Background: an optimization exercise with open tools, aiming at small area, a short achievable clock period and few clock cycles per item. Do not read the settings as production practice. Where RTL was checked, it was by simulation tests only, not by an equivalence proof against the original. No functional check of the RTL was part of runs 6 to 8.

### design/flow/run.sh
#!/bin/bash
# synth_recipe.tcl (not shown) runs the flow's synth.tcl, then flattens the netlist and writes it again
# the make line also repeats each setting of config.mk as NAME=value (left out here)
make -C /OpenROAD-flow-scripts/flow DESIGN_CONFIG=/design/flow/config.mk WORK_HOME=/design/flow/orfs CLKGATE_MAP_FILE= SYNTH_SCRIPT=/design/flow/synth_recipe.tcl finish
### design/flow/config.mk
export PLATFORM = sky130hd
export DESIGN_NAME = simon_engine
export DESIGN_NICKNAME = simon_engine
export VERILOG_FILES = /design/flow/design.v
export SDC_FILE = /design/flow/constraint.sdc
export NUM_CORES = 4
export LEC_CHECK = 0
export CAP_MARGIN = 20
export CORE_MARGIN = 2
export CORE_UTILIZATION = 40
export SLEW_MARGIN = 20
export SYNTH_MEMORY_MAX_BITS = 8192
### design/flow/constraint.sdc
create_clock -name core_clock -period 6.0 [get_ports {clk}]
set_input_delay 1.2000 -clock core_clock [delete_from_list [all_inputs] [get_ports {clk}]]
set_output_delay 1.2000 -clock core_clock [all_outputs]
set_load 0.01 [all_outputs]
### design/flow/design.v
module simon_engine (
    input  wire         clk,
    input  wire         rst_n,       
    input  wire         start,
    input  wire [1:0]   op,
    input  wire         variant,
    input  wire [255:0] key,         
    input  wire [63:0]  din0,        
    input  wire [63:0]  din1,        
    output reg          busy,
    output reg          done,
    output reg          err,
    output reg          ks_valid,
    output wire [63:0]  dout0,
    output wire [63:0]  dout1
);
    localparam integer R = 2;               
    localparam integer N = 72 / R;          
    localparam [1:0] OP_KEXP = 2'd0, OP_ENC = 2'd1, OP_DEC = 2'd2;
    localparam [63:0] Z = 64'h3DC94C3A046D678B;
    reg [6:0]  cnt;             
    reg        kx;              
    reg        is_dec;
    reg        var_r;
    reg [255:0] xw;             
    reg [255:0] yw;             
    reg [63:0]  a, b;           
    assign dout0 = is_dec ? b : a;
    assign dout1 = is_dec ? a : b;
    function [63:0] rotl;
        input [63:0] x;
        input integer r;
        rotl = (x << r) | (x >> (64 - r));
    endfunction
    function [63:0] rotr;
        input [63:0] x;
        input integer r;
        rotr = (x >> r) | (x << (64 - r));
    endfunction
    function [63:0] round_f;
        input        v;
        input [63:0] x;
        begin
            if (v)
                round_f = (rotl(x, 1) ^ rotl(x, 8)) ^ rotl(x, 2);
            else
                round_f = (rotl(x, 1) & rotl(x, 8)) ^ rotl(x, 2);
        end
    endfunction
    function [127:0] ztab;
        input integer jj;
        input integer bwd;
        integer c, m;
        begin
            ztab = 128'd0;
            for (c = 0; c < N - 1; c = c + 1) begin
                m = bwd ? (76 - R * (c + 2) + jj) : (R * c + 4 + jj);
                ztab[c] = Z[(m + 62 * 4 - 4) % 62];
            end
        end
    endfunction
    localparam [127:0] ZF0 = ztab(0, 0), ZF1 = ztab(1, 0), ZF2 = ztab(2, 0), ZF3 = ztab(3, 0);
    localparam [127:0] ZB0 = ztab(0, 1), ZB1 = ztab(1, 1), ZB2 = ztab(2, 1), ZB3 = ztab(3, 1);
    wire [3:0] zf = {ZF3[cnt], ZF2[cnt], ZF1[cnt], ZF0[cnt]};
    wire [3:0] zbk = {ZB3[cnt], ZB2[cnt], ZB1[cnt], ZB0[cnt]};
    wire last  = (cnt == N - 1);
    wire first = (cnt == 7'd0);
    reg [63:0] kf [0:R+3];
    reg [63:0] kb [0:R+3];
    reg [255:0] xnext, ynext;
    reg [63:0] ta, tb, tk;
    integer j;
    always @* begin
        for (j = 0; j < 4; j = j + 1)
            kf[j] = xw[64*j +: 64];
        for (j = 0; j < R; j = j + 1)
            kf[j+4] = ~kf[j] ^ rotr(kf[j+3], 3) ^ rotr(kf[j+3], 4)
                    ^ kf[j+1] ^ rotr(kf[j+1], 1)
                    ^ {62'd0, 1'b1, ~zf[j]};
        for (j = 0; j < 4; j = j + 1)
            xnext[64*j +: 64] = kf[R + j];
        for (j = 0; j < 4; j = j + 1)
            kb[R+j] = yw[64*j +: 64];
        for (j = R - 1; j >= 0; j = j - 1)
            kb[j] = ~kb[j+4] ^ rotr(kb[j+3], 3) ^ rotr(kb[j+3], 4)
                  ^ kb[j+1] ^ rotr(kb[j+1], 1)
                  ^ {62'd0, 1'b1, ~zbk[j]};
        for (j = 0; j < 4; j = j + 1)
            ynext[64*j +: 64] = kb[j];
        ta = a;
        tb = b;
        for (j = 0; j < R; j = j + 1) begin
            tk = is_dec ? yw[64*(R-1-j) +: 64] : xw[64*j +: 64];
            {ta, tb} = {tb, ta ^ round_f(var_r, tb) ^ tk};
        end
    end
    wire accept = start && !busy;
    wire run_ok = ks_valid && (op == OP_ENC || op == OP_DEC);
    always @(posedge clk) begin
        if (busy) begin
            a <= ta;
            b <= tb;
        end else begin
            a <= op[1] ? din1 : din0;
            b <= op[1] ? din0 : din1;
        end
        if (accept && op == OP_KEXP)
            xw <= key;
        else if (busy)
            xw <= last ? yw : xnext;
        if (busy) begin
            if (last || (kx && first))
                yw <= xw;
            else if (!kx)
                yw <= ynext;
        end
    end
    always @(posedge clk) begin
        if (!rst_n) begin
            busy     <= 1'b0;
            done     <= 1'b0;
            err      <= 1'b0;
            ks_valid <= 1'b0;
        end else begin
            done <= 1'b0;
            if (busy) begin
                cnt <= cnt + 7'd1;
                if (last) begin
                    busy <= 1'b0;
                    done <= 1'b1;
                    if (kx)
                        ks_valid <= 1'b1;
                end
            end else if (accept) begin
                err <= 1'b0;
                cnt <= 7'd0;
                kx  <= (op == OP_KEXP);
                if (op == OP_KEXP) begin
                    ks_valid <= 1'b0;
                    busy     <= 1'b1;
                end else if (run_ok) begin
                    is_dec <= (op == OP_DEC);
                    var_r  <= variant;
                    busy   <= 1'b1;
                end else begin
                    err  <= 1'b1;
                    done <= 1'b1;
                end
            end
        end
    end
endmodule
==> results.py, run 1 <==
metrics = {
    "status": {
        "status": "timing/DRC/antenna clean",
    },
    "die": {
        "dieArea_sq_um": 121000,
        "die_y_microns": 348,
        "row_count": 126,
        "die_x_microns": 348,
        "start_util_pct": 40.2,
        "fp.coreArea_sq_um": 118000,
        "ios": 522,
    },
    "global_routing": {
        "grt_max_degree": 225,
        "track_usage_pct": 27.5,
        "grt.busiest_layer": "met1",
        "grt_pass1_wl_microns": 243000,
        "use_met1_pct": 40.1,
        "grt_overflow": 0,
        "grt_pass1_vias": 34316,
        "antenna_found_initial": 10,
        "gr-usage-met3_pct": 7.33,
        "met2_usage_pct": 39.5,
    },
    "timing": {
        "clock_skew_ps": 25.4,
        "max_freq_ghz": 0.238,
        "fin_crit_sh_pct": 70.0,
        "relSlewSlack_pct": 18.8,
        "drv_slew": 0,
        "finalSetupViolCount": 0,
        "hold_violations": 0,
        "rsz0062_at_grt": "false",
        "fin_crit_ps": 4200,
        "tightestPinTransition_ps": 1220,
    },
    "cts": {
        "clk_latency_ps": 650,
        "cts-buffers-inserted": 81,
        "cts_root_buf": "clkbuf_16",
        "cts-resized-gates": 0,
        "cts_tree": "built",
        "cts.sinks": 654,
        "clk_path_buf_depth": 3,
        "htreeDepth": 3,
        "post_cts_buffers": 0,
        "cts_hold_buf": 0,
        "path_clk_slew_ps": 60,
    },
    "layout": {
        "layout-drive-gt1-share_pct": 8.44,
        "layout.nets": 5467,
        "syn_to_final_growth_pct": 19.5,
        "fin_util_pct": 48.1,
        "design_area_sq_um": 56600,
    },
    "worst_setup_path": {
        "critPathCaptureType": "output pin",
        "crit_arrival_ps": 3000,
        "startpoint_type": "flip-flop",
        "worstSetupPathType": "reg -> out",
        "required_ps": 4800,
        "cp_max_fo": 76,
    },
    "yosys": {
        "synth_ff_type": "edfxtp_1",
        "synth.avg_cell_area_sq_um": 10.4,
        "synth.top_cell.area_share_pct": 33.1,
        "syn_area_sq_um": 47400,
        "yosys_register_bits": 654,
        "yosysWarnings": 3,
        "yosysTopAreaCell": "edfxtp_1",
        "yosysMostFrequentCell": "nand2_1",
        "synthTopCellsByCount": "852 x nand2_1, 692 x xnor2_1, 522 x edfxtp_1",
        "synth_area_leaders": "edfxtp_1 33%, xnor2_1 13%, mux2i_1 8.3%, nand2_1 6.7%, xnor3_1 6.0%",
        "synth-seq-area-share_pct": 38.6,
        "synth_fp_nets": 5086,
        "yosysUniqueCellTypes": 54,
        "synthCells": 4557,
        "synth-edff-count": 522,
        "synthArstFlopShare_pct": 0,
    },
    "placed_design": {
        "place.gp.congestion": 0.903,
        "portBuffers": 521,
        "dpl_cell_area_sq_um": 54000,
        "dp_hpwl_microns": 126000,
    },
    "route": {
        "drtIter0Drc": 4037,
        "vias": 36089,
        "drtPass1Iterations": 7,
        "wl_per_cell_microns": 26.2,
        "drc": 0,
        "routed_via_density": 5.52,
        "drt-total-wl_microns": 171000,
        "antenna_left": 0,
    },
    "worst_hold_path": {
        "worst_hold_path_type": "reg -> reg",
    },
    "job": {
        "maxCapViolCount": 0,
    },
}
metal layers:
metal | part of all wire, % | wire (microns)
met1 | 45 | 76500
met2 | 42 | 72000
met3 | 11 | 18100
met4 | 2.7 | 4690
met5 | 0.058 | 100
cells by family after synthesis:
group	synth area share (%)
adder cells (fa/ha/maj)	3.67
buffers and inverters	2.36
multiplexers	12.4
XOR/XNOR	25.5
AO/OA/AOI/OAI	7.02
flip-flops	38.6
AND/OR/NAND/NOR	10.4
per-stage QoR:
step                      instances  setup TNS [ps]  setup slack, ps  hold slack [ps]
after floorplan                4557          -66400             -259              501
after global placement         6389               0             1950              484
after detailed placement       6389               0             1900              491
after CTS                      6536               0             1730              500
after global routing           6539               0             1640              547
final                          6539               0             1800              495
area by class of cell:
type,instances,area (sq um)
Fill cell,10901,61100
Multi-Input combinational cell,3635,28100
Sequential cell,654,18300
Timing Repair Buffer,558,5680
Clock buffer,112,2290
Tap cell,1536,1920
Clock inverter,35,348
Inverter,8,30.0
Antenna cell,1,2.50
flip-flops by register name (all words and copies together) (netlist names), 7 cells and up:
signal  flops
xw        256
cnt         7
b          64
yw        256
a          64
cell usage in the layout (no fill, tap or decap), types with 15 or more instances in the layout:
cell type          n
edfxtp_1         522
dfxtp_1          131
mux2_2           176
nor2_1           289
a31oi_1          128
xor2_1           250
ha_1             138
o221a_2           38
clkbuf_1          20
xnor2_1          692
clkbuf_16         84
or3_1             43
clkdlybuf4s50_1  520
o21ai_0          208
nand2_1          849
xnor3_1          127
xnor2_2           28
mux2i_1          391
clkinv_1          15
buf_4             23
a211oi_1          17
a21oi_1          147
nor3_1            19
critical path, stage by stage, from the launching register on:
cell and delay (ps):
edfxtp_1 570, buf_4 770, mux2_2 440, clkdlybuf4s50_1 490
final timing paths:
kind / cells after the start / from / end / slack [ps]
worst max register to register: 8 / cnt[3] / xw[175] / 1910
worst min-delay path: 2 / err / err / 490
worst max-delay path: 3 / is_dec / dout1[20] / 1800
worst min register to register: 2 / err / err / 490
Testbench counts, summed over its fixed seeds: cycles 20,128, items 544.
==> run 2, diff against run 1 <==
--- a/design/flow/design.v
+++ b/design/flow/design.v
@@ -15,5 +15,5 @@
     output wire [63:0]  dout1
 );
-    localparam integer R = 2;               
+    localparam integer R = 3;               
     localparam integer N = 72 / R;          
     localparam [1:0] OP_KEXP = 2'd0, OP_ENC = 2'd1, OP_DEC = 2'd2;
==> results.py, run 2 <==
metrics = {
    "worst_setup_path": {
        "crit_arrival_ps": 5780,
        "cp_max_fo": 36,
        "r2r_start": "is_dec",
        "worstSetupPathType": "reg -> reg",
        "critPathCaptureType": "flip-flop",
        "r2r-end": "b[52]",
        "required_ps": 6550,
        "r2r_slack_ps": 770,
        "reg2regPathDepth": 17,
        "startpoint_type": "flip-flop",
    },
    "placed_design": {
        "place.gp.congestion": 0.996,
        "portBuffers": 521,
        "dp_hpwl_microns": 169000,
        "dpl_cell_area_sq_um": 63400,
    },
    "yosys": {
        "synth-seq-area-share_pct": 32.6,
        "synth_fp_nets": 6155,
        "synth.avg_cell_area_sq_um": 10.1,
        "yosysUniqueCellTypes": 50,
        "yosysWarnings": 3,
        "synthTopCellsByCount": "1240 x xnor2_1, 791 x nand2_1, 578 x mux2i_1",
        "yosysMostFrequentCell": "xnor2_1",
        "synth.top_cell.area_share_pct": 27.9,
        "synthArstFlopShare_pct": 0,
        "syn_area_sq_um": 56300,
        "synth_area_leaders": "edfxtp_1 28%, xnor2_1 19%, mux2i_1 10%, xor2_1 6.9%, xnor3_1 5.5%",
        "yosysTopAreaCell": "edfxtp_1",
        "synth_ff_type": "edfxtp_1",
        "yosys_register_bits": 654,
        "synth-edff-count": 522,
        "synthCells": 5563,
    },
    "cts": {
        "clk_latency_ps": 720,
        "cts-buffers-inserted": 84,
        "clk_path_buf_depth": 3,
        "htreeDepth": 3,
        "cts.sinks": 654,
        "cts_tree": "built",
        "post_cts_buffers": 0,
        "cts_hold_buf": 0,
        "cts_root_buf": "clkbuf_16",
        "path_clk_slew_ps": 60,
        "cts-resized-gates": 0,
    },
    "layout": {
        "final_common_cell": "xnor2_1",
        "syn_to_final_growth_pct": 17.7,
        "reg.largest.list": "xw: 256 flops, yw: 256 flops",
        "design_area_sq_um": 66200,
        "layout-drive-gt1-share_pct": 6.60,
        "fin_util_pct": 47.4,
        "layout.nets": 6493,
        "final_cell_mix": "1240 x xnor2_1, 789 x nand2_1, 578 x mux2i_1",
    },
    "global_routing": {
        "grt_overflow": 0,
        "grt_max_degree": 175,
        "grt_pass1_wl_microns": 312000,
        "grt_pass1_vias": 42772,
        "track_usage_pct": 30.1,
        "antenna_found_initial": 12,
    },
    "route": {
        "dr_wl_met2_microns": 99300,
        "drtPass1Iterations": 6,
        "antenna_left": 0,
        "drtIter0Drc": 4978,
        "met3_length_microns": 20800,
        "drc": 0,
        "wl_met1_microns": 93300,
        "vias": 43565,
        "drt-total-wl_microns": 221000,
        "wl_per_cell_microns": 28.2,
        "routed_via_density": 5.55,
        "highest_layer": "met5",
    },
    "die": {
        "die_x_microns": 379,
        "start_util_pct": 40.3,
        "ios": 522,
        "die_y_microns": 379,
        "fp.coreArea_sq_um": 140000,
        "dieArea_sq_um": 144000,
        "row_count": 137,
    },
    "status": {
        "status": "timing/DRC/antenna clean",
    },
    "timing": {
        "relSlewSlack_pct": 19.9,
        "hold_violations": 0,
        "fin_crit_ps": 5230,
        "rsz0062_at_grt": "false",
        "drv_slew": 0,
        "tns_ps": 0,
        "tightestPinTransition_ps": 1200,
        "finalSetupViolCount": 0,
        "fin_crit_sh_pct": 87.1,
        "max_freq_ghz": 0.191,
        "clock_skew_ps": 37.9,
    },
    "job": {
        "maxCapViolCount": 0,
    },
    "worst_hold_path": {
        "hold_depth": 2,
        "worst_hold_path_type": "reg -> reg",
        "min_to": "err",
        "worstHoldStart": "err",
    },
}
[run 2: final cells by class]
type / instances / area [sq um]
clock buffer: 111 / 2410
tap: 1876 / 2350
inverter: 5 / 18.8
fill: 13187 / 73300
clock inverter: 44 / 375
multi-input combinational: 4543 / 36600
timing repair buffer: 613 / 6120
antenna: 2 / 5.00
sequential: 654 / 18300
[run 2: how the worst max path moves through the flow]
stage / slack [ps] / endpoint / from
after floorplan: -250 / yw[0] / cnt[1]
after global placement: 970 / b[52] / is_dec
after detailed placement: 890 / b[52] / is_dec
after CTS: 810 / b[52] / is_dec
after global routing: 500 / b[52] / is_dec
final: 770 / b[52] / is_dec
[run 2: cell families (layout without fill, tap and decap cells)]
kind of cell             Yosys count  after routing  share of synthesized area, %
AO/OA/AOI/OAI                    712            712                          6.67
XOR/XNOR                        1861           1861                          33.3
adder cells (fa/ha/maj)          202            202                          4.49
buffers and inverters            366            773                          2.59
flip-flops                       654            654                          32.6
multiplexers                     715            715                          13.0
other                              0              2                             0
AND/OR/NAND/NOR                 1053           1053                          7.38
[run 2: worst max-delay path, cell delays in order (launching register included)]
cell and delay (ps):
edfxtp_1 650, buf_12 230, buf_12 280, mux2i_1 270, xnor2_1 130, xnor2_1 690, ha_1 360, mux2i_1 170
xor2_1 210, xnor2_1 110, xnor2_1 650, ha_1 360, mux2i_1 200, xor2_1 190, xnor2_1 180, xnor2_1 100
nand2_1 100, o21ai_0 100
[run 2: metal layers]
| layer | GRT usage, % | vias up |
|---|---|---|
| met5 | 0 | - |
| met2 | 47.1 | 2092 |
| met4 | 10.2 | 6 |
| met3 | 6.57 | 321 |
| li1 | - | 19704 |
| met1 | 40.9 | 21442 |
[run 2: per-stage QoR]
stage	setup slack (ps)	cells	hold WS, ps
after floorplan	-249	5563	501
after global placement	967	7690	483
after detailed placement	889	7690	499
after CTS	813	7845	507
after global routing	501	7846	528
final	773	7848	506
Testbench counts of run 2, summed over its fixed seeds: cycles 13,600, items 544.
==> run 3, diff against run 2 <==
--- a/design/flow/design.v
+++ b/design/flow/design.v
@@ -23,9 +23,11 @@
     reg        is_dec;
     reg        var_r;
+    reg        last;            
+    reg        declast;         
     reg [255:0] xw;             
     reg [255:0] yw;             
     reg [63:0]  a, b;           
-    assign dout0 = is_dec ? b : a;
-    assign dout1 = is_dec ? a : b;
+    assign dout0 = a;
+    assign dout1 = b;
     function [63:0] rotl;
         input [63:0] x;
@@ -64,5 +66,4 @@
     wire [3:0] zf = {ZF3[cnt], ZF2[cnt], ZF1[cnt], ZF0[cnt]};
     wire [3:0] zbk = {ZB3[cnt], ZB2[cnt], ZB1[cnt], ZB0[cnt]};
-    wire last  = (cnt == N - 1);
     wire first = (cnt == 7'd0);
     reg [63:0] kf [0:R+3];
@@ -99,6 +100,6 @@
     always @(posedge clk) begin
         if (busy) begin
-            a <= ta;
-            b <= tb;
+            a <= declast ? tb : ta;
+            b <= declast ? ta : tb;
         end else begin
             a <= op[1] ? din1 : din0;
@@ -120,9 +121,17 @@
             busy     <= 1'b0;
             done     <= 1'b0;
+            last     <= 1'b0;
+            declast  <= 1'b0;
             err      <= 1'b0;
             ks_valid <= 1'b0;
         end else begin
-            done <= 1'b0;
+            done    <= 1'b0;
+            last    <= 1'b0;
+            declast <= 1'b0;
             if (busy) begin
+                if (cnt == N - 2) begin
+                    last    <= 1'b1;
+                    declast <= is_dec;
+                end
                 cnt <= cnt + 7'd1;
                 if (last) begin
==> results.py, run 3 <==
metrics = {
    "status": {
        "status": "timing/DRC/antenna clean",
    },
    "route": {
        "wl_per_cell_microns": 30.0,
        "drc": 0,
        "routed_via_density": 5.79,
        "vias": 46858,
        "drtPass1Iterations": 6,
        "drt-total-wl_microns": 243000,
        "antenna_left": 0,
        "drtIter0Drc": 6006,
    },
    "global_routing": {
        "track_usage_pct": 32.3,
        "antenna_found_initial": 12,
        "grt_overflow": 0,
        "grt_pass1_wl_microns": 340000,
        "grt_pass1_vias": 44832,
        "grt_max_degree": 148,
    },
    "cts": {
        "cts.sinks": 656,
        "clk_latency_ps": 730,
        "cts-resized-gates": 0,
        "htreeDepth": 3,
        "cts_root_buf": "clkbuf_16",
        "clk_path_buf_depth": 3,
        "cts_tree": "built",
        "path_clk_slew_ps": 60,
        "post_cts_buffers": 0,
        "cts_hold_buf": 0,
        "cts-buffers-inserted": 84,
    },
    "worst_setup_path": {
        "crit_arrival_ps": 5450,
        "required_ps": 6610,
        "worstSetupPathType": "reg -> reg",
        "cp_max_fo": 14,
        "startpoint_type": "flip-flop",
        "critPathCaptureType": "flip-flop",
    },
    "layout": {
        "layout.cells.non_filler": 8098,
        "final_cell_mix": "1208 x xnor2_1, 680 x nand2_1, 564 x xor2_1",
        "n_fill_cell": 13491,
        "reg.largest.list": "xw: 256 flops, yw: 256 flops",
        "layout.nets": 6600,
        "final_common_cell": "xnor2_1",
        "layout-drive-gt1-share_pct": 5.71,
        "syn_to_final_growth_pct": 16.2,
    },
    "yosys": {
        "synthArstFlopShare_pct": 0,
        "synthCells": 5863,
        "yosys_register_bits": 656,
        "synth_fp_nets": 6326,
        "synth_compound_area_share_pct": 10.0,
        "synth_ff_type": "edfxtp_1",
        "yosysUniqueCellTypes": 100,
        "yosysMostFrequentCell": "xnor2_1",
        "synth_top_family_by_area": "XOR/XNOR gates",
        "synth-seq-area-share_pct": 32.1,
        "synth_xor_area_share_pct": 33.2,
        "synthTopCellsByCount": "1208 x xnor2_1, 685 x nand2_1, 564 x xor2_1",
        "synth-edff-count": 522,
        "synth.avg_cell_area_sq_um": 9.76,
        "yosysWarnings": 3,
        "synth.top_cell.area_share_pct": 27.4,
        "syn_area_sq_um": 57200,
        "synth_area_leaders": "edfxtp_1 27%, xnor2_1 18%, mux2i_1 8.7%, xor2_1 8.6%, dfxtp_1 4.7%",
        "synthMuxAreaShare_pct": 9.85,
        "synth-simple-area-share_pct": 10.1,
        "synth-adder-area-share_pct": 1.61,
        "yosysTopAreaCell": "edfxtp_1",
    },
    "die": {
        "dieArea_sq_um": 146000,
        "fp.coreArea_sq_um": 142000,
        "row_count": 138,
        "die_x_microns": 382,
        "start_util_pct": 40.4,
        "ios": 522,
        "die_y_microns": 382,
    },
    "timing": {
        "clock_skew_ps": 48.0,
        "fin_crit_sh_pct": 80.6,
        "relSlewSlack_pct": 21.1,
        "fin_crit_ps": 4830,
        "tightestPinTransition_ps": 1180,
        "max_freq_ghz": 0.207,
        "hold_violations": 0,
        "tns_ps": 0,
        "rsz0062_at_grt": "false",
        "finalSetupViolCount": 0,
        "drv_slew": 0,
    },
    "worst_hold_path": {
        "worst_hold_path_type": "reg -> reg",
    },
    "job": {
        "maxCapViolCount": 0,
    },
    "placed_design": {
        "placed_cells": 7941,
        "portBuffers": 521,
        "dp_hpwl_microns": 187000,
        "place.gp.congestion": 0.985,
    },
}
[run 3: layer usage]
metal / vias up / wire (microns) / GRT usage [%]
li1: 20907 / - / -
met5: - / 30 / 0
met1: 23043 / 99300 / 43.2
met2: 2486 / 112000 / 51.7
met3: 418 / 20900 / 5.09
met4: 4 / 11500 / 13.4
[run 3: area by class of cell]
cell class	instances	area, sq um	share of cell area [%]
multi-input cells	4798	37200	55.9
flip-flops and latches	656	18400	27.6
repair buffers	581	5920	8.90
well taps	1890	2360	3.56
clock buffers	114	2230	3.36
clock inverters	40	383	0.576
inverters	16	70.1	0.105
diodes	3	7.51	0.0113
[run 3: kinds of logic after synthesis]
logic type | after synthesis
xor gates and xnor gates | 1933
adders and majority gates | 74
and+or+nand+nor | 1306
muxes | 549
buffers and inverters | 409
DFF | 656
AOI/OAI and AO/OA | 936
[run 3: critical path: stages, from the launching register on]
cell      delay, ps
edfxtp_1        800
buf_4           360
buf_4           310
mux2i_1         370
xnor3_1         740
xnor2_1         330
o21ai_0         230
xnor2_1         760
o21ai_0         160
and3_1          280
mux2i_1         140
a221oi_1        230
[run 3: worst paths after layout]
check                            start    to  slack, ps  cells after the start
worst max-delay path            is_dec  b[9]       1170                     11
worst min-delay path               err   err        480                      2
worst max register to register  is_dec  b[9]       1170                     11
worst min register to register     err   err        480                      2
[run 3: metrics by stage]
step / util (%) / instance area (sq um) / hold slack [ps] / setup slack, ps
2_1_floorplan: - / 57300 / 488 / 0.735
3_3_place_gp: 45.1 / 63900 / 464 / 1310
3_5_place_dp: 45.1 / 63900 / 470 / 1230
4_1_cts: 46.9 / 66500 / 477 / 1210
5_1_grt: 46.9 / 66500 / 499 / 1090
6_report: 46.9 / 66500 / 476 / 1170
Testbench counts of run 3, summed over its fixed seeds: cycles 13,600, items 544.
==> run 4, diff against run 3 <==
--- a/design/flow/config.mk
+++ b/design/flow/config.mk
@@ -6,7 +6,9 @@
 export NUM_CORES = 4
 export LEC_CHECK = 0
+export ABC_CLOCK_PERIOD_IN_PS = 3500
 export CAP_MARGIN = 20
 export CORE_MARGIN = 2
 export CORE_UTILIZATION = 40
+export SETUP_SLACK_MARGIN = 2.5
 export SLEW_MARGIN = 20
 export SYNTH_MEMORY_MAX_BITS = 8192
==> results.py, run 4 <==
metrics = {
    "route": {
        "antenna_left": 0,
        "wl_per_cell_microns": 30.1,
        "routed_via_density": 5.87,
        "drtIter0Drc": 6116,
        "drc": 0,
        "drt-total-wl_microns": 252000,
        "drtPass1Iterations": 7,
        "vias": 49117,
    },
    "cts": {
        "path_clk_slew_ps": 60,
        "cts_root_buf": "clkbuf_16",
        "cts-buffers-inserted": 85,
        "clk_path_buf_depth": 3,
        "cts.sinks": 656,
        "cts_tree": "built",
        "clk_latency_ps": 740,
        "cts_hold_buf": 0,
        "htreeDepth": 3,
    },
    "timing": {
        "finalSetupViolCount": 0,
        "drv_slew": 0,
        "tightestPinTransition_ps": 1060,
        "fin_crit_sh_pct": 59.1,
        "hold_violations": 0,
        "max_freq_ghz": 0.282,
        "relSlewSlack_pct": 27.4,
        "tns_ps": 0,
        "rsz0062_at_grt": "true",
        "clock_skew_ps": 43.2,
        "layout_setup_ws_ps": 2460,
        "whs_ps": 476,
        "fin_crit_ps": 3540,
    },
    "job": {
        "maxCapViolCount": 0,
    },
    "global_routing": {
        "grt_pass1_wl_microns": 346000,
        "grt_max_degree": 162,
        "grt_overflow": 0,
        "track_usage_pct": 32.8,
        "antenna_found_initial": 12,
        "grt_pass1_vias": 45598,
    },
    "layout": {
        "final_cell_mix": "1127 x xnor2_1, 679 x nand2_1, 539 x xor2_1",
        "final_common_cell": "xnor2_1",
        "layout-drive-gt1-share_pct": 14.6,
        "layout.nets": 6875,
        "syn_to_final_growth_pct": 25.0,
        "design_area_sq_um": 71600,
        "n_fill_cell": 12862,
        "reg.largest.list": "xw: 256 flops, yw: 256 flops",
    },
    "die": {
        "row_count": 138,
        "die_x_microns": 382,
        "fp.coreArea_sq_um": 142000,
        "start_util_pct": 40.4,
        "die_y_microns": 382,
        "ios": 522,
        "dieArea_sq_um": 146000,
    },
    "worst_hold_path": {
        "hold_depth": 2,
        "worst_hold_path_type": "reg -> reg",
    },
    "placed_design": {
        "place.gp.congestion": 0.968,
        "portBuffers": 521,
        "post-place-ws_ps": 1620,
        "dpl_cell_area_sq_um": 63800,
        "dp_hpwl_microns": 186000,
    },
    "yosys": {
        "synth_ff_type": "edfxtp_1",
        "synth-edff-count": 522,
        "yosysMostFrequentCell": "xnor2_1",
        "synth_xor_area_share_pct": 33.2,
        "syn_area_sq_um": 57200,
        "synth_fp_nets": 6326,
        "synthArstFlopShare_pct": 0,
        "yosysUniqueCellTypes": 100,
        "synthCells": 5863,
        "synth-seq-area-share_pct": 32.1,
        "synth.top_cell.area_share_pct": 27.4,
        "synth_compound_area_share_pct": 10.0,
        "synthMuxAreaShare_pct": 9.85,
        "synth_area_leaders": "edfxtp_1 27%, xnor2_1 18%, mux2i_1 8.7%, xor2_1 8.6%, dfxtp_1 4.7%",
        "yosysWarnings": 3,
        "synth.avg_cell_area_sq_um": 9.76,
        "synth_top_family_by_area": "XOR/XNOR gates",
        "yosysTopAreaCell": "edfxtp_1",
        "yosys_register_bits": 656,
        "synth-adder-area-share_pct": 1.61,
        "synth-simple-area-share_pct": 10.1,
        "synthTopCellsByCount": "1208 x xnor2_1, 685 x nand2_1, 564 x xor2_1",
    },
    "worst_setup_path": {
        "critPathCaptureType": "flip-flop",
        "worstSetupPathType": "reg -> reg",
        "required_ps": 6330,
        "reg2regPathDepth": 5,
        "startpoint_type": "flip-flop",
        "cp_max_fo": 50,
        "crit_arrival_ps": 3880,
    },
    "status": {
        "status": "timing/DRC/antenna clean",
    },
}
[run 4: cell counts after synthesis]
No cell type changed its count.
[run 4: routing by layer]
layer | GRT usage, % | share of wire [%] | vias up
met5 | 0 | 0.033 | -
li1 | - | - | 21476
met3 | 6.75 | 11 | 524
met4 | 14.2 | 5.4 | 16
met1 | 44.4 | 40 | 24128
met2 | 50.5 | 44 | 2973
[run 4: per-stage QoR]
| stage | instances | util, % |
|---|---|---|
| after floorplan | 5863 | - |
| after global placement | 7944 | 45.0 |
| after detailed placement | 7944 | 45.0 |
| after CTS | 8201 | 48.5 |
| after global routing | 8370 | 50.5 |
| final | 8373 | 50.5 |
[run 4: path summary, 6_finish.rpt]
kind	start	to	slack, ps
max	cnt[2]	yw[199]	2460
min	err	err	480
max reg2reg	cnt[2]	yw[199]	2460
min reg2reg	err	err	480
[run 4: cell type report]
class	count	area, sq um	share of cell area, %
Sequential cell	656	18400	25.7
Timing Repair Buffer	848	8580	12.0
Clock inverter	48	423	0.591
Clock buffer	107	2280	3.19
Multi-Input combinational cell	4805	39400	55.1
Antenna cell	3	7.51	0.0105
Tap cell	1890	2360	3.30
Inverter	16	75.1	0.105
[run 4: cell families (layout without fill, tap and decap cells)]
group	Yosys count	after routing
buffers and inverters	409	1019
and+or+nand+nor	1306	1306
other	0	3
muxes	549	549
adders and majority gates	74	74
xor gates and xnor gates	1933	1940
DFF	656	656
AOI/OAI and AO/OA	936	936
[run 4: worst max-delay path: stages (launching register included)]
cell      delay [ps]
edfxtp_1         690
nor3_4           350
a41oi_4          130
buf_4            390
a21oi_4          750
buf_4            740
[run 4: repair_timing]
action	in CTS	in global routing
setup endpoints to repair	133	243
cloned	9	13
pin swaps	60	74
gates resized for setup	210	232
setup buffers	93	156
==> run 5, diff against run 4 <==
==> design/flow/flow/run.sh (new file) <==
#!/bin/bash
# The standard layout (the standard.sh: standard synthesis and ORFS steps),
# with the port buffers that buffer_ports inserts made of buf_2 cells.
set -euo pipefail
bash standard.sh finish "BUFFER_PORTS_ARGS=-buffer_cell sky130_fd_sc_hd__buf_2" > flow_finish.log 2>&1
==> design/flow/standard.sh (new file) <==
#!/bin/bash
# synth_recipe.tcl (not shown) runs the flow's synth.tcl, then flattens the netlist and writes it again
# the make line also repeats each setting of config.mk as NAME=value (left out here)
make -C /OpenROAD-flow-scripts/flow DESIGN_CONFIG=/design/flow/config.mk WORK_HOME=/design/flow/orfs CLKGATE_MAP_FILE= SYNTH_SCRIPT=/design/flow/synth_recipe.tcl "${@:-finish}"
removed: design/flow/run.sh
==> results.py, run 5 <==
metrics = {
    "worst_setup_path": {
        "startpoint_type": "flip-flop",
        "required_ps": 6550,
        "critPathCaptureType": "flip-flop",
        "reg2regPathDepth": 11,
        "cp_max_fo": 13,
        "crit_arrival_ps": 4130,
        "worstSetupPathType": "reg -> reg",
    },
    "die": {
        "ios": 522,
        "die_x_microns": 382,
        "die_y_microns": 382,
        "row_count": 138,
        "start_util_pct": 40.4,
        "fp.coreArea_sq_um": 142000,
        "dieArea_sq_um": 146000,
    },
    "yosys": {
        "yosysUniqueCellTypes": 100,
        "yosysMostFrequentCell": "xnor2_1",
        "synthArstFlopShare_pct": 0,
        "synth_fp_nets": 6326,
        "synth_area_leaders": "edfxtp_1 27%, xnor2_1 18%, mux2i_1 8.7%, xor2_1 8.6%, dfxtp_1 4.7%",
        "synth_ff_type": "edfxtp_1",
        "synth-edff-count": 522,
        "syn_area_sq_um": 57200,
        "synth.avg_cell_area_sq_um": 9.76,
        "yosysWarnings": 3,
        "synth-seq-area-share_pct": 32.1,
        "yosys_register_bits": 656,
        "synthTopCellsByCount": "1208 x xnor2_1, 685 x nand2_1, 564 x xor2_1",
        "yosysTopAreaCell": "edfxtp_1",
        "synthCells": 5863,
        "synth.top_cell.area_share_pct": 27.4,
    },
    "timing": {
        "drv_slew": 0,
        "finalSetupViolCount": 0,
        "tns_ps": 0,
        "tightestPinTransition_ps": 1040,
        "layout_setup_ws_ps": 2420,
        "max_freq_ghz": 0.280,
        "fin_crit_sh_pct": 59.6,
        "fin_crit_ps": 3580,
        "whs_ps": 490,
        "rsz0062_at_grt": "true",
        "relSlewSlack_pct": 28.6,
        "hold_violations": 0,
        "clock_skew_ps": 33.3,
    },
    "worst_hold_path": {
        "hold_depth": 2,
        "worst_hold_path_type": "reg -> reg",
    },
    "layout": {
        "final_cell_mix": "1129 x xnor2_1, 678 x nand2_1, 548 x xor2_1",
        "final_common_cell": "xnor2_1",
        "layout-drive-gt1-share_pct": 21.0,
        "design_area_sq_um": 67900,
        "n_fill_cell": 13282,
        "layout.nets": 6802,
        "ff_latch_area_sq_um": 18400,
        "reg.largest.list": "xw: 256 flops, yw: 256 flops",
        "multi_input_area_sq_um": 38900,
        "layout.cells.non_filler": 8302,
        "syn_to_final_growth_pct": 18.6,
    },
    "placed_design": {
        "portBuffers": 521,
        "placed_cells": 7940,
        "post-place-ws_ps": 872,
        "place.gp.congestion": 0.972,
        "dp_hpwl_microns": 186000,
        "dpl_cell_area_sq_um": 61300,
    },
    "cts": {
        "cts_root_buf": "clkbuf_16",
        "cts_tree": "built",
        "htreeDepth": 3,
        "path_clk_slew_ps": 70,
        "cts_hold_buf": 0,
        "cts-buffers-inserted": 85,
        "clk_latency_ps": 730,
        "clk_path_buf_depth": 3,
        "cts.sinks": 656,
    },
    "route": {
        "drtIter0Drc": 6492,
        "drc": 0,
        "routed_via_density": 5.84,
        "wl_per_cell_microns": 30.1,
        "drtPass1Iterations": 9,
        "drt-total-wl_microns": 250000,
        "antenna_left": 0,
        "vias": 48492,
    },
    "global_routing": {
        "antenna_found_initial": 16,
        "grt_pass1_wl_microns": 346000,
        "grt_overflow": 0,
        "track_usage_pct": 32.8,
        "grt_max_degree": 177,
        "grt_pass1_vias": 45888,
    },
    "status": {
        "status": "timing/DRC/antenna clean",
    },
    "job": {
        "maxCapViolCount": 0,
    },
}
==> run 5: changes by cell type in the layout (fill, tap and decap cells not counted), sizes merged, moves of 4 or more <==
cell           before  now
clkinv             36   27
bufbuf              6   11
inv                23   18
clkdlybuf4s50     520    0
clkbuf            115  119
buf               314  764
diode               3   10
==> run 5: repair_timing <==
action | 4_1_cts | 5_1_grt
resized for setup | 199 | 167
endpoints found under the setup margin | 136 | 257
pin swaps | 62 | 62
setup buffers | 106 | 79
cloned | 11 | 6
==> run 5: final cells by class <==
cell class	instances	share of cell area, %
diodes	10	0.0369
clock inverters	35	0.465
flip-flops and latches	656	27.1
clock buffers	115	3.45
multi-input cells	4801	57.4
well taps	1890	3.48
inverters	16	0.125
repair buffers	779	7.95
==> run 5: worst paths after layout <==
check / startpoint / to / slack, ps
max: is_dec / b[17] / 2420
min: err / err / 490
max reg2reg: is_dec / b[17] / 2420
min reg2reg: err / err / 490
==> run 5: cells by family after synthesis <==
| kind of cell | synth area share, % |
|---|---|
| and+or+nand+nor | 10.1 |
| AOI/OAI and AO/OA | 10.0 |
| muxes | 9.85 |
| xor gates and xnor gates | 33.2 |
| DFF | 32.1 |
| buffers and inverters | 3.21 |
| adders and majority gates | 1.61 |
==> run 5: layer usage <==
metal	track usage (%)	share of wire, %
met5	0	0.028
met4	12.4	4.5
met1	44.8	40
met2	51.5	45
met3	6.00	10
==> run 5: per-stage QoR <==
step / utilization [%]
3_3_place_gp: 43.2
6_report: 47.9
5_1_grt: 47.9
4_1_cts: 46.7
2_1_floorplan: -
3_5_place_dp: 43.2
==> run 5: critical path, stage by stage (launching register included) <==
cell	delay [ps]
edfxtp_1	380
buf_8	230
bufbuf_16	370
mux2i_2	410
xnor3_2	360
xnor2_2	310
xnor2_2	220
xnor3_1	450
a21oi_1	150
o32ai_1	110
xnor2_1	270
a221oi_1	130
==> run 6, diff against run 5 <==
--- a/design/flow/design.v
+++ b/design/flow/design.v
@@ -25,4 +25,6 @@
     reg        last;            
     reg        declast;         
+    reg        ysel;            
+    reg        yen;             
     reg [255:0] xw;             
     reg [255:0] yw;             
@@ -66,9 +68,8 @@
     wire [3:0] zf = {ZF3[cnt], ZF2[cnt], ZF1[cnt], ZF0[cnt]};
     wire [3:0] zbk = {ZB3[cnt], ZB2[cnt], ZB1[cnt], ZB0[cnt]};
-    wire first = (cnt == 7'd0);
     reg [63:0] kf [0:R+3];
     reg [63:0] kb [0:R+3];
     reg [255:0] xnext, ynext;
-    reg [63:0] ta, tb, tk;
+    reg [63:0] ta, tb, tk, knext;
     integer j;
     always @* begin
@@ -92,16 +93,23 @@
         tb = b;
         for (j = 0; j < R; j = j + 1) begin
-            tk = is_dec ? yw[64*(R-1-j) +: 64] : xw[64*j +: 64];
+            tk = (j == 0) ? 64'd0 : is_dec ? yw[64*(R-1-j) +: 64] : xw[64*j +: 64];
             {ta, tb} = {tb, ta ^ round_f(var_r, tb) ^ tk};
         end
+        knext = is_dec ? kb[R-1] : kf[R];
     end
     wire accept = start && !busy;
     wire run_ok = ks_valid && (op == OP_ENC || op == OP_DEC);
+    wire [63:0] kfirst = op[1] ? yw[64*(R-1) +: 64] : xw[63:0];
     always @(posedge clk) begin
         if (busy) begin
-            a <= declast ? tb : ta;
-            b <= declast ? ta : tb;
+            if (declast) begin
+                a <= tb;
+                b <= ta;
+            end else begin
+                a <= last ? ta : (ta ^ knext);
+                b <= tb;
+            end
         end else begin
-            a <= op[1] ? din1 : din0;
+            a <= (op[1] ? din1 : din0) ^ kfirst;
             b <= op[1] ? din0 : din1;
         end
@@ -110,10 +118,6 @@
         else if (busy)
             xw <= last ? yw : xnext;
-        if (busy) begin
-            if (last || (kx && first))
-                yw <= xw;
-            else if (!kx)
-                yw <= ynext;
-        end
+        if (yen)
+            yw <= ysel ? xw : ynext;
     end
     always @(posedge clk) begin
@@ -123,4 +127,6 @@
             last     <= 1'b0;
             declast  <= 1'b0;
+            ysel     <= 1'b0;
+            yen      <= 1'b0;
             err      <= 1'b0;
             ks_valid <= 1'b0;
@@ -129,9 +135,7 @@
             last    <= 1'b0;
             declast <= 1'b0;
+            ysel    <= 1'b0;
+            yen     <= 1'b0;
             if (busy) begin
-                if (cnt == N - 2) begin
-                    last    <= 1'b1;
-                    declast <= is_dec;
-                end
                 cnt <= cnt + 7'd1;
                 if (last) begin
@@ -140,4 +144,11 @@
                     if (kx)
                         ks_valid <= 1'b1;
+                end else if (cnt == N - 2) begin
+                    last    <= 1'b1;
+                    declast <= is_dec;
+                    ysel    <= 1'b1;
+                    yen     <= 1'b1;
+                end else begin
+                    yen     <= !kx;
                 end
             end else if (accept) begin
@@ -148,8 +159,11 @@
                     ks_valid <= 1'b0;
                     busy     <= 1'b1;
+                    ysel     <= 1'b1;
+                    yen      <= 1'b1;
                 end else if (run_ok) begin
                     is_dec <= (op == OP_DEC);
                     var_r  <= variant;
                     busy   <= 1'b1;
+                    yen    <= 1'b1;
                 end else begin
                     err  <= 1'b1;
==> design/flow/run.sh (new file) <==
#!/bin/bash
# synth_recipe.tcl (not shown) runs the flow's synth.tcl, then flattens the netlist and writes it again
# the make line also repeats each setting of config.mk as NAME=value (left out here)
make -C /OpenROAD-flow-scripts/flow DESIGN_CONFIG=/design/flow/config.mk WORK_HOME=/design/flow/orfs CLKGATE_MAP_FILE= SYNTH_SCRIPT=/design/flow/synth_recipe.tcl finish
--- a/design/flow/config.mk
+++ b/design/flow/config.mk
@@ -6,9 +6,9 @@
 export NUM_CORES = 4
 export LEC_CHECK = 0
-export ABC_CLOCK_PERIOD_IN_PS = 3500
+export ABC_CLOCK_PERIOD_IN_PS = 3300
 export CAP_MARGIN = 20
 export CORE_MARGIN = 2
 export CORE_UTILIZATION = 40
-export SETUP_SLACK_MARGIN = 2.5
+export SETUP_SLACK_MARGIN = 2.7
 export SLEW_MARGIN = 20
 export SYNTH_MEMORY_MAX_BITS = 8192
removed: design/flow/flow/run.sh
removed: design/flow/standard.sh
==> results.py, run 6 <==
metrics = {
    "worst_setup_path": {
        "slowest_stage": "edfxtp_1",
        "r2r-end": "a[46]",
        "critical_path.cell_chain": "buf_12, buf_6, buf_8, mux2i_4, xnor2_2, buf_4, ha_1, mux2i_1, xnor3_1, xnor2_2, buf_4, ha_1, mux2i_1, xnor2_1, xnor2_1, xnor2_1, nand2_1, o211ai_1, o21ai_1",
        "worstSetupPathType": "reg -> reg",
        "startpoint_type": "flip-flop",
        "critPathCaptureType": "flip-flop",
        "crit_arrival_ps": 4550,
        "critPathMaxStageDelay_ps": 420,
        "r2r_start": "var_r",
        "path_common_cell": "xnor2_1",
        "reg2regPathDepth": 19,
        "cp_max_fo": 7,
        "r2r_slack_ps": 1980,
        "required_ps": 6540,
    },
    "die": {
        "row_count": 140,
        "ios": 522,
        "fp.coreArea_sq_um": 146000,
        "die_x_microns": 387,
        "die_y_microns": 387,
        "start_util_pct": 40.3,
        "dieArea_sq_um": 150000,
    },
    "yosys": {
        "synth.avg_cell_area_sq_um": 10.8,
        "synth_area_leaders": "edfxtp_1 27%, xnor2_1 15%, mux2i_1 9.8%, xnor3_1 9.7%, xor2_1 7.2%",
        "yosysMostFrequentCell": "xnor2_1",
        "synth-seq-area-share_pct": 31.3,
        "yosysUniqueCellTypes": 58,
        "yosysWarnings": 3,
        "synthTopCellsByCount": "1034 x xnor2_1, 574 x mux2i_1, 522 x edfxtp_1",
        "synthArstFlopShare_pct": 0,
        "synth_ff_type": "edfxtp_1",
        "synth-edff-count": 522,
        "yosysTopAreaCell": "edfxtp_1",
        "synthCells": 5416,
        "synth_fp_nets": 6007,
        "syn_area_sq_um": 58800,
        "synth.top_cell.area_share_pct": 26.7,
        "yosys_register_bits": 658,
    },
    "route": {
        "wl_per_cell_microns": 28.5,
        "routed_via_density": 5.62,
        "drtPass1Iterations": 5,
        "antenna_left": 0,
        "drc": 0,
        "vias": 45067,
        "drtIter0Drc": 4707,
        "drt-total-wl_microns": 229000,
    },
    "timing": {
        "drv_slew": 0,
        "hold_violations": 0,
        "rsz0062_at_grt": "true",
        "max_freq_ghz": 0.249,
        "finalSetupViolCount": 0,
        "tns_ps": 0,
        "fin_crit_ps": 4020,
        "clock_skew_ps": 39.6,
        "tightestPinTransition_ps": 1110,
        "whs_ps": 487,
        "relSlewSlack_pct": 26.2,
        "fin_crit_sh_pct": 66.9,
    },
    "cts": {
        "cts_hold_buf": 0,
        "cts_root_buf": "clkbuf_16",
        "cts-buffers-inserted": 86,
        "htreeDepth": 3,
        "cts_tree": "built",
        "clk_path_buf_depth": 3,
        "path_clk_slew_ps": 60,
        "cts.sinks": 658,
        "clk_latency_ps": 720,
    },
    "layout": {
        "reg.largest.list": "xw: 256 flops, yw: 256 flops",
        "syn_to_final_growth_pct": 28.3,
        "final_common_cell": "xnor2_1",
        "final_cell_mix": "902 x xnor2_1, 522 x edfxtp_1, 516 x clkdlybuf4s50_1",
        "layout-drive-gt1-share_pct": 19.6,
        "layout.nets": 6624,
        "design_area_sq_um": 75400,
    },
    "global_routing": {
        "grt_pass1_vias": 44276,
        "track_usage_pct": 29.4,
        "grt_overflow": 0,
        "antenna_found_initial": 3,
        "grt_max_degree": 145,
        "grt_pass1_wl_microns": 322000,
    },
    "placed_design": {
        "dpl_cell_area_sq_um": 66300,
        "dp_hpwl_microns": 166000,
        "portBuffers": 521,
        "place.gp.congestion": 0.930,
    },
    "worst_hold_path": {
        "min_to": "err",
        "worst_hold_path_type": "reg -> reg",
        "hold_depth": 2,
        "worstHoldStart": "err",
    },
    "job": {
        "maxCapViolCount": 0,
    },
    "status": {
        "status": "timing/DRC/antenna clean",
    },
}
==> run 6: cell count changes in the layout (fill, tap and decap cells not counted), sizes merged, moves of 86 or more <==
cell           delta
clkdlybuf4s50   +516
buf             -369
nand2           -320
xnor2           -203
mux2            +197
xnor3           +144
ha              +128
xor2             -86
==> run 6: through the flow <==
step,setup slack [ps],util (%),std cells
5_1_grt,1830,51.7,8022
4_1_cts,2090,50.4,7924
3_5_place_dp,1090,45.5,7538
2_1_floorplan,2080,-,5416
3_3_place_gp,1130,45.5,7537
6_report,1980,51.7,8023
==> run 6: worst max-delay path by stage <==
stage | startpoint | slack, ps | to
3_5_place_dp | var_r | 1090 | a[27]
3_3_place_gp | var_r | 1130 | a[27]
5_1_grt | var_r | 1830 | a[46]
4_1_cts | var_r | 2090 | a[37]
2_1_floorplan | op[1] | 2080 | xw[0]
6_report | var_r | 1980 | a[46]
==> run 6: metal layers <==
metal	wire, microns	track usage, %
met1	94900	39.5
met5	0	0
met2	105000	46.5
met4	10600	11.9
met3	18500	5.43
==> run 6: kinds of logic after synthesis <==
| logic type | Yosys count | synth area share [%] |
|---|---|---|
| mux | 810 | 14.3 |
| xor+xnor | 1844 | 35.2 |
| fa+ha+maj | 202 | 4.30 |
| simple gates | 780 | 5.51 |
| flops | 658 | 31.3 |
| buf+inv | 413 | 2.74 |
| compound gates | 709 | 6.68 |
==> run 6: cell type report <==
type	count	area (sq um)
antenna	1	2.50
fill	12965	70300
timing repair buffer	917	9030
sequential	658	18500
inverter	25	114
multi-input combinational	4345	42600
tap	1917	2400
clock buffer	117	2450
clock inverter	43	352
==> run 6: worst max-delay path, delay by kind of cell (launching register included) <==
| kind | cells | cell delay, ps |
|---|---|---|
| xor gates and xnor gates | 6 | 1130 |
| and+or+nand+nor | 1 | 100 |
| muxes | 3 | 610 |
| buffers and inverters | 5 | 770 |
| AOI/OAI and AO/OA | 2 | 250 |
| DFF | 1 | 420 |
| adders and majority gates | 2 | 550 |
==> run 6: repair_timing <==
item,in CTS,in global routing
endpoints found under the setup margin,134,166
resized for setup,419,205
setup buffers,222,98
pin swaps,244,242
cloned,4,0
==> run 7, diff against run 6 <==
--- a/design/flow/config.mk
+++ b/design/flow/config.mk
@@ -6,9 +6,9 @@
 export NUM_CORES = 4
 export LEC_CHECK = 0
-export ABC_CLOCK_PERIOD_IN_PS = 3300
+export ABC_CLOCK_PERIOD_IN_PS = 3500
 export CAP_MARGIN = 20
 export CORE_MARGIN = 2
 export CORE_UTILIZATION = 40
-export SETUP_SLACK_MARGIN = 2.7
+export SETUP_SLACK_MARGIN = 2.5
 export SLEW_MARGIN = 20
 export SYNTH_MEMORY_MAX_BITS = 8192
==> results.py, run 7 <==
metrics = {
    "status": {
        "status": "timing/DRC/antenna clean",
    },
    "yosys": {
        "synth_ff_type": "edfxtp_1",
        "synth-simple-area-share_pct": 5.51,
        "synth-adder-area-share_pct": 4.30,
        "synth_area_leaders": "edfxtp_1 27%, xnor2_1 15%, mux2i_1 9.8%, xnor3_1 9.7%, xor2_1 7.2%",
        "syn_area_sq_um": 58800,
        "synthArstFlopShare_pct": 0,
        "yosysMostFrequentCell": "xnor2_1",
        "synthTopCellsByCount": "1034 x xnor2_1, 574 x mux2i_1, 522 x edfxtp_1",
        "synth.top_cell.area_share_pct": 26.7,
        "synth.avg_cell_area_sq_um": 10.8,
        "yosysTopAreaCell": "edfxtp_1",
        "synth_fp_nets": 6007,
        "yosys_register_bits": 658,
        "synth-edff-count": 522,
        "synthMuxAreaShare_pct": 14.3,
        "synthCells": 5416,
        "yosysUniqueCellTypes": 58,
        "synth_compound_area_share_pct": 6.68,
        "synth_top_family_by_area": "XOR/XNOR gates",
        "yosysWarnings": 3,
        "synth-seq-area-share_pct": 31.3,
        "synth_xor_area_share_pct": 35.2,
    },
    "layout": {
        "final_common_cell": "xnor2_1",
        "final_cell_mix": "900 x xnor2_1, 522 x edfxtp_1, 520 x clkdlybuf4s50_1",
        "layout.nets": 6638,
        "layout.cells.non_filler": 8039,
        "reg.largest.list": "xw: 256 flops, yw: 256 flops",
        "design_area_sq_um": 76300,
        "n_fill_cell": 12666,
        "multi_input_area_sq_um": 43100,
        "diodes": 0,
        "syn_to_final_growth_pct": 29.8,
        "ff_latch_area_sq_um": 18500,
        "layout-drive-gt1-share_pct": 20.6,
    },
    "placed_design": {
        "place.gp.congestion": 0.921,
        "placed_cells": 7513,
        "dpl_cell_area_sq_um": 66500,
        "dp_hpwl_microns": 167000,
        "portBuffers": 521,
    },
    "timing": {
        "fin_crit_ps": 3990,
        "hold_violations": 0,
        "drv_slew": 0,
        "rsz0062_at_grt": "true",
        "fin_crit_sh_pct": 66.5,
        "max_freq_ghz": 0.251,
        "clock_skew_ps": 43.4,
        "finalSetupViolCount": 0,
        "whs_ps": 476,
        "tightestPinTransition_ps": 1380,
        "tns_ps": 0,
        "relSlewSlack_pct": 7.85,
    },
    "route": {
        "drt-total-wl_microns": 231000,
        "antenna_left": 0,
        "met3_length_microns": 18900,
        "drtPass1Iterations": 7,
        "wl_per_cell_microns": 28.7,
        "drc": 0,
        "highest_layer": "met5",
        "wl_met1_microns": 95600,
        "dr_wl_met2_microns": 106000,
        "drtIter0Drc": 4473,
        "routed_via_density": 5.57,
        "vias": 44809,
    },
    "cts": {
        "htreeDepth": 3,
        "cts-buffers-inserted": 87,
        "clk_latency_ps": 750,
        "cts.sinks": 658,
        "clk_path_buf_depth": 3,
        "path_clk_slew_ps": 60,
        "cts_tree": "built",
        "cts_root_buf": "clkbuf_16",
    },
    "worst_setup_path": {
        "startpoint_type": "flip-flop",
        "crit_arrival_ps": 4560,
        "cp_max_fo": 7,
        "critPathCaptureType": "flip-flop",
        "worstSetupPathType": "reg -> reg",
        "required_ps": 6570,
    },
    "global_routing": {
        "grt_pass1_vias": 43797,
        "grt_max_degree": 136,
        "grt_pass1_wl_microns": 323000,
        "grt_overflow": 0,
        "track_usage_pct": 29.6,
        "antenna_found_initial": 2,
    },
    "job": {
        "maxCapViolCount": 0,
    },
    "die": {
        "die_y_microns": 387,
        "start_util_pct": 40.3,
        "row_count": 140,
        "fp.coreArea_sq_um": 146000,
        "die_x_microns": 387,
        "ios": 522,
        "dieArea_sq_um": 150000,
    },
    "worst_hold_path": {
        "worst_hold_path_type": "reg -> reg",
    },
}
-- run 7: cell types whose count changed in the layout (fill, tap and decap cells not counted), sizes merged, moves of 3 or more --
| cell | previous run | this run |
|---|---|---|
| buf | 395 | 407 |
| clkinv | 35 | 29 |
| clkinvlp | 0 | 3 |
| inv | 28 | 32 |
| dlymetal6s2s | 3 | 0 |
| clkdlybuf4s50 | 516 | 520 |
-- run 7: area by class of cell --
cell class,count,share of cell area (%)
tap,1917,3.14
clock inverter,46,0.605
multi-input combinational,4345,56.5
timing repair buffer,930,12.2
sequential,658,24.2
clock buffer,118,3.12
inverter,25,0.149
-- run 7: path summary, 6_finish.rpt --
path / depth (start not counted) / from / slack [ps] / to
min reg2reg: 2 / err / 480 / err
max reg2reg: 18 / var_r / 2010 / a[40]
max: 18 / var_r / 2010 / a[40]
min: 2 / err / 480 / err
-- run 7: routing by layer --
| metal | up-vias | GRT usage (%) |
|---|---|---|
| met1 | 22289 | 39.7 |
| met3 | 353 | 5.58 |
| met2 | 1970 | 46.9 |
| li1 | 20193 | - |
| met5 | - | 0 |
| met4 | 4 | 11.7 |
-- run 7: cells by family (layout without fill, tap and decap cells) --
family	Yosys count	after routing
buf+inv	413	1119
simple gates	780	780
xor+xnor	1844	1844
mux	810	810
compound gates	709	709
fa+ha+maj	202	202
flops	658	658
-- run 7: critical path, cell delays in order, from the launching register on --
cell	delay, ps
edfxtp_1	390
buf_6	190
buf_12	120
buf_16	160
mux2i_4	310
xnor2_4	170
ha_1	260
mux2i_1	190
xnor3_2	330
xnor2_4	160
buf_4	150
ha_1	290
mux2i_1	220
xnor2_1	150
xnor2_1	170
xnor2_1	270
nand2_1	90
o211ai_1	120
o21ai_1	80
-- run 7: per-stage QoR --
stage | worst slack (ps) | util [%]
finish | 2010 | 52.3
global route | 1830 | 52.3
CTS | 2100 | 50.5
detailed placement | 1410 | 45.6
global placement | 1520 | 45.6
floorplan | 2080 | -
-- run 7: repair_timing --
action | in CTS | in global routing
resized for setup | 438 | 250
gates cloned | 9 | 1
hold buffers | 0 | 0
pin swaps | 264 | 295
setup buffers | 228 | 124
endpoints found under the setup margin | 128 | 133
==> run 8, diff against run 7 <==
--- a/design/flow/design.v
+++ b/design/flow/design.v
@@ -15,5 +15,5 @@
     output wire [63:0]  dout1
 );
-    localparam integer R = 3;               
+    localparam integer R = 4;               
     localparam integer N = 72 / R;          
     localparam [1:0] OP_KEXP = 2'd0, OP_ENC = 2'd1, OP_DEC = 2'd2;
--- a/design/flow/config.mk
+++ b/design/flow/config.mk
@@ -6,9 +6,9 @@
 export NUM_CORES = 4
 export LEC_CHECK = 0
-export ABC_CLOCK_PERIOD_IN_PS = 3500
+export ABC_CLOCK_PERIOD_IN_PS = 4000
 export CAP_MARGIN = 20
 export CORE_MARGIN = 2
 export CORE_UTILIZATION = 40
-export SETUP_SLACK_MARGIN = 2.5
+export SETUP_SLACK_MARGIN = 2.0
 export SLEW_MARGIN = 20
 export SYNTH_MEMORY_MAX_BITS = 8192
==> results.py, run 8 <==
metrics = {
    "yosys": {
        "synth-seq-area-share_pct": 26.9,
        "yosys_register_bits": 658,
        "synth.avg_cell_area_sq_um": 9.76,
        "synthTopCellsByCount": "1694 x xnor2_1, 699 x xor2_1, 540 x mux2i_1",
        "syn_area_sq_um": 68400,
        "synth.top_cell.area_share_pct": 22.9,
        "yosysUniqueCellTypes": 97,
        "synthCells": 7008,
        "synth-edff-count": 522,
        "synth_area_leaders": "edfxtp_1 23%, xnor2_1 22%, xor2_1 9.0%, mux2i_1 7.9%, dfxtp_1 4.0%",
        "yosysWarnings": 3,
        "synth_fp_nets": 7470,
        "yosysMostFrequentCell": "xnor2_1",
        "yosysTopAreaCell": "edfxtp_1",
        "synthArstFlopShare_pct": 0,
        "synth_ff_type": "edfxtp_1",
    },
    "placed_design": {
        "place.gp.congestion": 0.975,
        "portBuffers": 521,
        "dpl_cell_area_sq_um": 75700,
        "dp_hpwl_microns": 224000,
    },
    "worst_setup_path": {
        "startpoint_type": "flip-flop",
        "cp_num_buf_inv": 4,
        "reg2regPathDepth": 15,
        "cp_max_fo": 7,
        "critPathMaxStageDelay_ps": 490,
        "path_common_cell": "buf_4",
        "critPathCaptureType": "flip-flop",
        "critPathTopFamily": "compound AO/OA/AOI/OAI gates",
        "slowest_stage": "or4_1",
        "r2r-end": "b[29]",
        "crit_arrival_ps": 4760,
        "worstSetupPathType": "reg -> reg",
        "required_ps": 6640,
        "r2r_start": "var_r",
        "critical_path.cell_chain": "buf_12, buf_16, mux2i_2, xnor2_2, buf_4, xor2_4, o211ai_1, buf_4, a211oi_1, o21ai_1, a21oi_1, a2111oi_2, a211oi_2, or4_1, and3_1",
        "r2r_slack_ps": 1880,
    },
    "worst_hold_path": {
        "worstHoldStart": "err",
        "hold_depth": 2,
        "min_to": "err",
        "worst_hold_path_type": "reg -> reg",
    },
    "timing": {
        "fin_crit_ps": 4120,
        "tightestPinTransition_ps": 1200,
        "fin_crit_sh_pct": 68.7,
        "max_freq_ghz": 0.243,
        "drv_slew": 0,
        "rsz0062_at_grt": "true",
        "tns_ps": 0,
        "whs_ps": 505,
        "clock_skew_ps": 28.6,
        "hold_violations": 0,
        "finalSetupViolCount": 0,
        "relSlewSlack_pct": 19.9,
    },
    "route": {
        "wl_per_cell_microns": 30.1,
        "antenna_left": 0,
        "vias": 60178,
        "drt-total-wl_microns": 300000,
        "drtIter0Drc": 7251,
        "drc": 0,
        "drtPass1Iterations": 9,
        "routed_via_density": 6.05,
    },
    "layout": {
        "layout.nets": 8103,
        "reg.largest.list": "xw: 256 flops, yw: 256 flops",
        "layout-drive-gt1-share_pct": 20.0,
        "final_cell_mix": "1534 x xnor2_1, 628 x xor2_1, 522 x edfxtp_1",
        "ff_latch_area_sq_um": 18500,
        "multi_input_area_sq_um": 53300,
        "design_area_sq_um": 87600,
        "n_fill_cell": 15309,
        "syn_to_final_growth_pct": 28.1,
        "final_common_cell": "xnor2_1",
    },
    "cts": {
        "clk_path_buf_depth": 3,
        "cts_root_buf": "clkbuf_16",
        "htreeDepth": 3,
        "cts_tree": "built",
        "cts_hold_buf": 0,
        "cts.sinks": 658,
        "path_clk_slew_ps": 60,
        "cts-buffers-inserted": 89,
        "clk_latency_ps": 740,
    },
    "global_routing": {
        "grt_pass1_wl_microns": 414000,
        "grt_pass1_vias": 56777,
        "antenna_found_initial": 15,
        "grt_max_degree": 146,
        "grt_overflow": 0,
        "track_usage_pct": 32.5,
    },
    "job": {
        "maxCapViolCount": 0,
    },
    "die": {
        "start_util_pct": 40.3,
        "die_x_microns": 417,
        "die_y_microns": 417,
        "dieArea_sq_um": 174000,
        "fp.coreArea_sq_um": 170000,
        "row_count": 151,
        "ios": 522,
    },
    "status": {
        "status": "timing/DRC/antenna clean",
    },
}
[run 8: cell count changes in the layout (fill, tap and decap cells not counted), moves of 108 or more]
| cell | previous run | this run |
|---|---|---|
| nand2_1 | 365 | 219 |
| xnor3_1 | 191 | 83 |
| xnor2_2 | 42 | 155 |
| xnor2_1 | 900 | 1534 |
| nor2_1 | 265 | 386 |
| a21oi_1 | 197 | 367 |
| xor2_1 | 485 | 628 |
[run 8: worst register-to-register path, stage by stage (launching register included)]
cell	delay, ps
edfxtp_1	430
buf_12	190
buf_16	170
mux2i_2	190
xnor2_2	380
buf_4	240
xor2_4	100
o211ai_1	420
buf_4	200
a211oi_1	70
o21ai_1	250
a21oi_1	180
a2111oi_2	420
a211oi_2	130
or4_1	490
and3_1	160
[run 8: logic make-up after synthesis]
kind of cell,Yosys count,share of synthesized area [%]
buffers and inverters,503,3.11
muxes,744,11.5
DFF,658,26.9
AOI/OAI and AO/OA,1443,14.4
adders and majority gates,72,1.32
xor gates and xnor gates,2573,36.1
and+or+nand+nor,1015,6.76
[run 8: worst max-delay path by stage]
stage / from / endpoint / slack [ps] / cells after the start
after CTS: b[11] / b[29] / 1850 / 12
after global placement: var_r / b[9] / 760 / 13
final: var_r / b[29] / 1880 / 15
after detailed placement: var_r / b[10] / 720 / 13
after global routing: var_r / b[29] / 1830 / 13
after floorplan: op[1] / xw[0] / 2150 / 7
[run 8: area by class of cell]
cell class	instances	area share, %
Tap cell	2218	3.17
Clock inverter	36	0.311
Timing Repair Buffer	987	11.4
Antenna cell	8	0.0229
Sequential cell	658	21.1
Clock buffer	132	2.89
Multi-Input combinational cell	5847	60.9
Inverter	58	0.279
[run 8: metrics by stage]
step	setup slack (ps)	utilization [%]	instances
floorplan	2150	-	7008
global placement	760	44.6	9425
detailed placement	721	44.6	9425
CTS	1850	48.1	9713
global route	1830	51.6	9943
finish	1880	51.6	9944
[run 8: routing by layer]
metal	vias up	track usage (%)	part of all wire [%]
met2	3280	51.7	46
met4	2	14.4	5.4
met3	647	4.52	8.4
li1	26228	-	-
met5	-	0	0.0023
met1	30021	43.8	41
[run 8: repair_timing]
action / CTS / global route
gates cloned: 3 / 10
endpoints found under the setup margin: 148 / 187
setup buffers: 117 / 213
resized for setup: 265 / 624
pin swaps: 75 / 156

[afterwards: timing with drivers on the ports]
In the flow no input, the clock included, has a driving cell. The finished layouts below were timed again as built, in two steps. Step 1 (the two cells are an assumption about what drives the block):
set clk [get_ports {clk}]
set_driving_cell -lib_cell sky130_fd_sc_hd__clkbuf_16 $clk
set_driving_cell -lib_cell sky130_fd_sc_hd__buf_2 [delete_from_list [all_inputs] $clk]
Step 2 also shifts input and output timing later by t, the mid clock arrival at the registers, as if the neighbouring blocks saw the same clock. Slacks: ideal / step 1 / step 2; pairs: ideal / step 1.
run | shift t [ns] | setup slack, ns | worst setup path after step 2 | pins driven straight from the clock port
run 1 | 0.719 | 1.802 / 1.725 / 1.723 | input to register | 1
run 2 | 0.786 | 0.773 / 0.773 / 0.773 | register to register | 1
run 3 | 0.783 | 1.165 / 1.165 / 1.165 | register to register | 1
run 4 | 0.800 | 2.457 / 2.457 / 1.937 | input to register | 1
run 5 | 0.796 | 2.423 / 2.423 / 1.766 | input to register | 1
run 6 | 0.783 | 1.984 / 1.984 / 1.984 | register to register | 1
run 7 | 0.817 | 2.010 / 2.010 / 1.689 | input to register | 1
run 8 | 0.811 | 1.880 / 1.880 / 1.868 | input to register | 1
After both steps every run listed still meets setup and hold. For run 5, which loses most, drivers alone change the setup slack by 0.000 ns; drivers and shift together by -0.657 ns.
